Context: an optimization exercise on an open-source flow, tuned for small area. The choices shown serve that exercise and are no tape-out recipe. Function was checked by simulation only, so behaviour that the tests miss may differ from the original. The clock port is modelled as an ideal driver, which makes a skipped or thinned clock tree look cheaper than it is; a real chip needs a root buffer or a tree. Power figures rest on the tool's default switching activity, not on a simulated workload.

## alpha
// nexa433_decoder
module nexa433_decoder (
    input  wire        clk_i,
    input  wire        rst_i,
    input  wire        tick_i,
    input  wire        sample_i,
    output reg         ev_valid_o,
    output reg  [2:0]  ev_code_o,
    output reg         pkt_valid_o,
    output reg  [31:0] pkt_raw_o,
    output wire [25:0] device_id_o,
    output wire        group_o,
    output wire        on_off_o,
    output wire [1:0]  channel_o,
    output wire [1:0]  unit_o,
    output reg         dup_o,
    output reg  [1:0]  inv_o
);
Size: about 450 cells after synthesis, roughly 76 I/O pins, roughly 3900 sq um of cells after synthesis.
export LEC_CHECK = 0
export CAP_MARGIN = 0
export CORE_MARGIN = 2
export CORE_UTILIZATION = 80
export PLACE_DENSITY = 0.9
export SLEW_MARGIN = 0
create_clock -name core_clock -period 10.0 [get_ports {clk_i}]
standard.sh (not shown) runs the stock make flow with config.mk's settings and CLKGATE_MAP_FILE= SYNTH_SCRIPT=/design/flow/synth_recipe.tcl, a recipe that flattens the netlist after the stock synthesis.
==> flow/flow/run.sh <==
#!/bin/bash
# Standard ORFS layout with these changes:
#  - synthesis leaves adders to ABC and maps logic with an area-oriented ABC script
#    (flow/area.abc); the rest of the synthesis is the standard flow's own standard script, so
#    registers and names are unchanged;
#  - port buffers use the smallest buffer cell;
#  - the clock tree is built by flow/manual_cts.tcl (one root inverter driving five
#    leaf inverters, so the registers see the clock uninverted) in place of
#    clock_tree_synthesis; the rest of ORFS's CTS step
#    (legalisation, timing repair) runs as usual.
set -euo pipefail
WORK=$(pwd)
ABC_SCRIPT="$WORK/flow/area.abc"
{
  echo 'set ::env(ADDER_MAP_FILE) ""'
  echo "proc abc {args} { set i [lsearch \$args -script]; if {\$i >= 0} { lset args [expr {\$i + 1}] {$ABC_SCRIPT} }; yosys abc {*}\$args }"
  cat "$WORK/synth_recipe.tcl"
} > "$WORK/area_synth.tcl"
bash standard.sh \
  "SYNTH_SCRIPT=$WORK/area_synth.tcl" \
  "BUFFER_PORTS_ARGS=-buffer_cell sky130_fd_sc_hd__buf_1" \
  "PRE_CTS_TCL=$WORK/flow/manual_cts.tcl" \
  "MCTS_ROOT=sky130_fd_sc_hd__inv_4" \
  "MCTS_LEAF=sky130_fd_sc_hd__inv_8" \
  "MCTS_NLEAF=4" \
  "MCTS_ITERS=0" \
  finish > standard_flow.log 2>&1
==> flow/flow/manual_cts.tcl <==
# Clock tree by hand, in place of clock_tree_synthesis: the clock port drives one
# root cell MCTS_ROOT ("none" for no root), which drives MCTS_NLEAF leaf cells
# MCTS_LEAF (or the registers directly when MCTS_NLEAF is 0). Root and leaves are
# both buffers or both inverters, so the registers see the clock uninverted. The
# registers are split into groups by position (equal runs of the angle order
# around their centre, then MCTS_ITERS rounds of k-means with a size cap), and
# each leaf sits at its group's centre.

# the signal input or output pin of a one-input cell (buffer or inverter)
proc mcts_pin {inst dir} {
  foreach it [$inst getITerms] {
    if { $dir eq "in" && [$it isInputSignal] } { return $it }
    if { $dir eq "out" && [$it isOutputSignal] } { return $it }
  }
  error "no $dir pin on [$inst getName]"
}

proc clock_tree_synthesis {args} {
  set root_cell $::env(MCTS_ROOT)
  set leaf_cell $::env(MCTS_LEAF)
  set nleaf $::env(MCTS_NLEAF)
  # inverting root and leaves must come in pairs so the registers see the clock
  # with its own polarity
  set inv_root [expr {[string match *inv* $root_cell]}]
  set inv_leaf [expr {$nleaf > 0 && [string match *inv* $leaf_cell]}]
  if { $inv_root != $inv_leaf } { error "clock tree would invert the clock" }
  set block [ord::get_db_block]
  set db [ord::get_db]
  set clk_net [$block findNet clk_i]
  # the register clock pins on the clock net, with their positions
  set sinks {}
  set xs 0.0; set ys 0.0
  foreach it [$clk_net getITerms] {
    if { ![$it isInputSignal] } { continue }
    set bb [[$it getInst] getBBox]
    set x [expr {([$bb xMin] + [$bb xMax]) / 2.0}]
    set y [expr {([$bb yMin] + [$bb yMax]) / 2.0}]
    lappend sinks [list $it $x $y]
    set xs [expr {$xs + $x}]; set ys [expr {$ys + $y}]
  }
  set n [llength $sinks]
  set cx [expr {$xs / $n}]; set cy [expr {$ys / $n}]

  foreach s $sinks { [lindex $s 0] disconnect }
  if { $root_cell eq "none" } {
    # the leaf buffers hang on the clock port's net itself
    set root_net $clk_net
  } else {
    set root [odb::dbInst_create $block [$db findMaster $root_cell] clkroot]
    $root setLocation [expr {int($cx)}] [expr {int($cy)}]
    $root setPlacementStatus PLACED
    set root_net [odb::dbNet_create $block clknet_root]
    $root_net setSigType CLOCK
    [mcts_pin $root in] connect $clk_net
    [mcts_pin $root out] connect $root_net
  }

  if { $nleaf == 0 } {
    foreach s $sinks { [lindex $s 0] connect $root_net }
  } else {
    # start from equal runs of the angle order around the centre
    set keyed {}
    foreach s $sinks {
      lappend keyed [list [expr {atan2([lindex $s 2] - $cy, [lindex $s 1] - $cx)}] {*}$s]
    }
    set keyed [lsort -real -index 0 $keyed]
    set centers {}
    for {set g 0} {$g < $nleaf} {incr g} {
      set lo [expr {$g * $n / $nleaf}]
      set hi [expr {($g + 1) * $n / $nleaf - 1}]
      set gx 0.0; set gy 0.0
      foreach k [lrange $keyed $lo $hi] {
        set gx [expr {$gx + [lindex $k 2]}]; set gy [expr {$gy + [lindex $k 3]}]
      }
      set m [expr {$hi - $lo + 1}]
      lappend centers [list [expr {$gx / $m}] [expr {$gy / $m}]]
      for {set si $lo} {$si <= $hi} {incr si} { set asg($si) $g }
    }
    # k-means rounds; each round assigns the nearest (sink, centre) pairs first,
    # with at most cap sinks per centre
    set cap [expr {int(ceil(1.15 * $n / $nleaf))}]
    for {set iter 0} {$iter < $::env(MCTS_ITERS)} {incr iter} {
      set pairs {}
      for {set si 0} {$si < $n} {incr si} {
        set k [lindex $keyed $si]
        for {set g 0} {$g < $nleaf} {incr g} {
          set c [lindex $centers $g]
          set d [expr {abs([lindex $k 2] - [lindex $c 0]) + abs([lindex $k 3] - [lindex $c 1])}]
          lappend pairs [list $d $si $g]
        }
      }
      set pairs [lsort -real -index 0 $pairs]
      array unset asg
      array unset cnt
      for {set g 0} {$g < $nleaf} {incr g} { set cnt($g) 0 }
      foreach p $pairs {
        lassign $p d si g
        if { [info exists asg($si)] || $cnt($g) >= $cap } { continue }
        set asg($si) $g
        incr cnt($g)
      }
      set newc {}
      for {set g 0} {$g < $nleaf} {incr g} {
        set gx 0.0; set gy 0.0; set m 0
        for {set si 0} {$si < $n} {incr si} {
          if { $asg($si) != $g } { continue }
          set k [lindex $keyed $si]
          set gx [expr {$gx + [lindex $k 2]}]; set gy [expr {$gy + [lindex $k 3]}]; incr m
        }
        if { $m > 0 } {
          lappend newc [list [expr {$gx / $m}] [expr {$gy / $m}]]
        } else {
          lappend newc [lindex $centers $g]
        }
      }
      set centers $newc
    }
    set leaf_master [$db findMaster $leaf_cell]
    for {set g 0} {$g < $nleaf} {incr g} {
      set c [lindex $centers $g]
      set leaf [odb::dbInst_create $block $leaf_master clkleaf_$g]
      $leaf setLocation [expr {int([lindex $c 0])}] [expr {int([lindex $c 1])}]
      $leaf setPlacementStatus PLACED
      set leaf_net [odb::dbNet_create $block clknet_leaf_$g]
      $leaf_net setSigType CLOCK
      [mcts_pin $leaf in] connect $root_net
      [mcts_pin $leaf out] connect $leaf_net
      for {set si 0} {$si < $n} {incr si} {
        if { $asg($si) == $g } { [lindex [lindex $keyed $si] 1] connect $leaf_net }
      }
    }
  }
  $clk_net setSigType CLOCK
  set_propagated_clock [all_clocks]
  puts "manual clock tree: $n sinks, root $root_cell, $nleaf leaves of $leaf_cell"
}
Other scripts of this flow, unchanged in this note and not shown: flow/flow/area.abc
Here is what was changed in the inputs of beta compared with alpha.
--- a/flow/flow/run.sh
+++ b/flow/flow/run.sh
@@ -23,4 +23,4 @@
   "MCTS_ROOT=sky130_fd_sc_hd__inv_4" \
-  "MCTS_LEAF=sky130_fd_sc_hd__inv_8" \
-  "MCTS_NLEAF=4" \
+  "MCTS_LEAF=sky130_fd_sc_hd__inv_6" \
+  "MCTS_NLEAF=6" \
   "MCTS_ITERS=0" \
--- a/flow/config.mk
+++ b/flow/config.mk
@@ -9,4 +9,4 @@
 export CORE_MARGIN = 2
-export CORE_UTILIZATION = 80
-export PLACE_DENSITY = 0.9
+export CORE_UTILIZATION = 70
+export PLACE_DENSITY = 0.75
 export SLEW_MARGIN = 0
==> run summary <==
- Reported for beta and alpha, maximum fanout along the worst path turned out identical to the last digit.
- Register-to-register slack, beta and alpha, higher one = beta.
- The core of beta is less densely filled than that of alpha.
- Power in beta is about 0.7% higher than in alpha
- Per the comparison of beta with alpha, cell count has increased, first-pass GRT wire length did not really move, total power divided by cell area increased by 0.39% relative to the old numbers.
- Taking alpha as the reference, in beta sequential share of cell area down 0.16 points; routed via count went down 140; global-route usage fell by 5.0 points.
Here is what was changed in the inputs of gamma compared with beta.
--- a/flow/flow/run.sh
+++ b/flow/flow/run.sh
@@ -23,4 +23,4 @@
   "MCTS_ROOT=sky130_fd_sc_hd__inv_4" \
-  "MCTS_LEAF=sky130_fd_sc_hd__inv_6" \
-  "MCTS_NLEAF=6" \
+  "MCTS_LEAF=sky130_fd_sc_hd__inv_8" \
+  "MCTS_NLEAF=5" \
   "MCTS_ITERS=0" \
Results
- The global-route wire length before repair was comparable across gamma and beta.
- | average detailed-routed wire length per instance | beta vs gamma | ≈ equal |
- gamma against beta: cell depth of the worst setup path held, clock power share went up 0.6 points.
- According to the power report, total power for gamma is higher than for beta.
- Taking beta as the reference, in gamma worst hold slack held, setup slack of the critical path after layout went up 0.0078 ns, final cell count held.
- As of gamma, average via count per standard cell had risen slightly compared to beta.
In every run of this note, the design's own scripts or RTL, not TritonCTS, make the clock network.

[separate check: timing with driven ports]
In the flow no input, the clock included, has a driving cell. The finished layouts below were timed again as built, in two steps. Step 1 (the two cells are an assumption about what drives the block):
set clk [get_ports {clk_i}]
set_driving_cell -lib_cell sky130_fd_sc_hd__clkbuf_16 $clk
set_driving_cell -lib_cell sky130_fd_sc_hd__buf_2 [delete_from_list [all_inputs] $clk]
Step 2, shift: input delay + t, output delay - t, t = (earliest + latest rising clock arrival at the registers) / 2. This alone moves slack from input paths to output paths. Slacks: ideal ports / drivers / drivers and shift; pairs: ideal ports / drivers.
run | t (ns) | setup WS [ns] | worst setup path at the end
alpha | 0.266 | 4.237 / 4.249 / 3.984 | input to register
beta | 0.270 | 4.300 / 4.312 / 4.042 | input to register
gamma | 0.278 | 4.308 / 4.319 / 4.041 | input to register
After both steps every run listed still meets setup and hold. The setup slack of gamma, which loses most, moves by +0.011 ns with the drivers and by -0.267 ns with both steps.
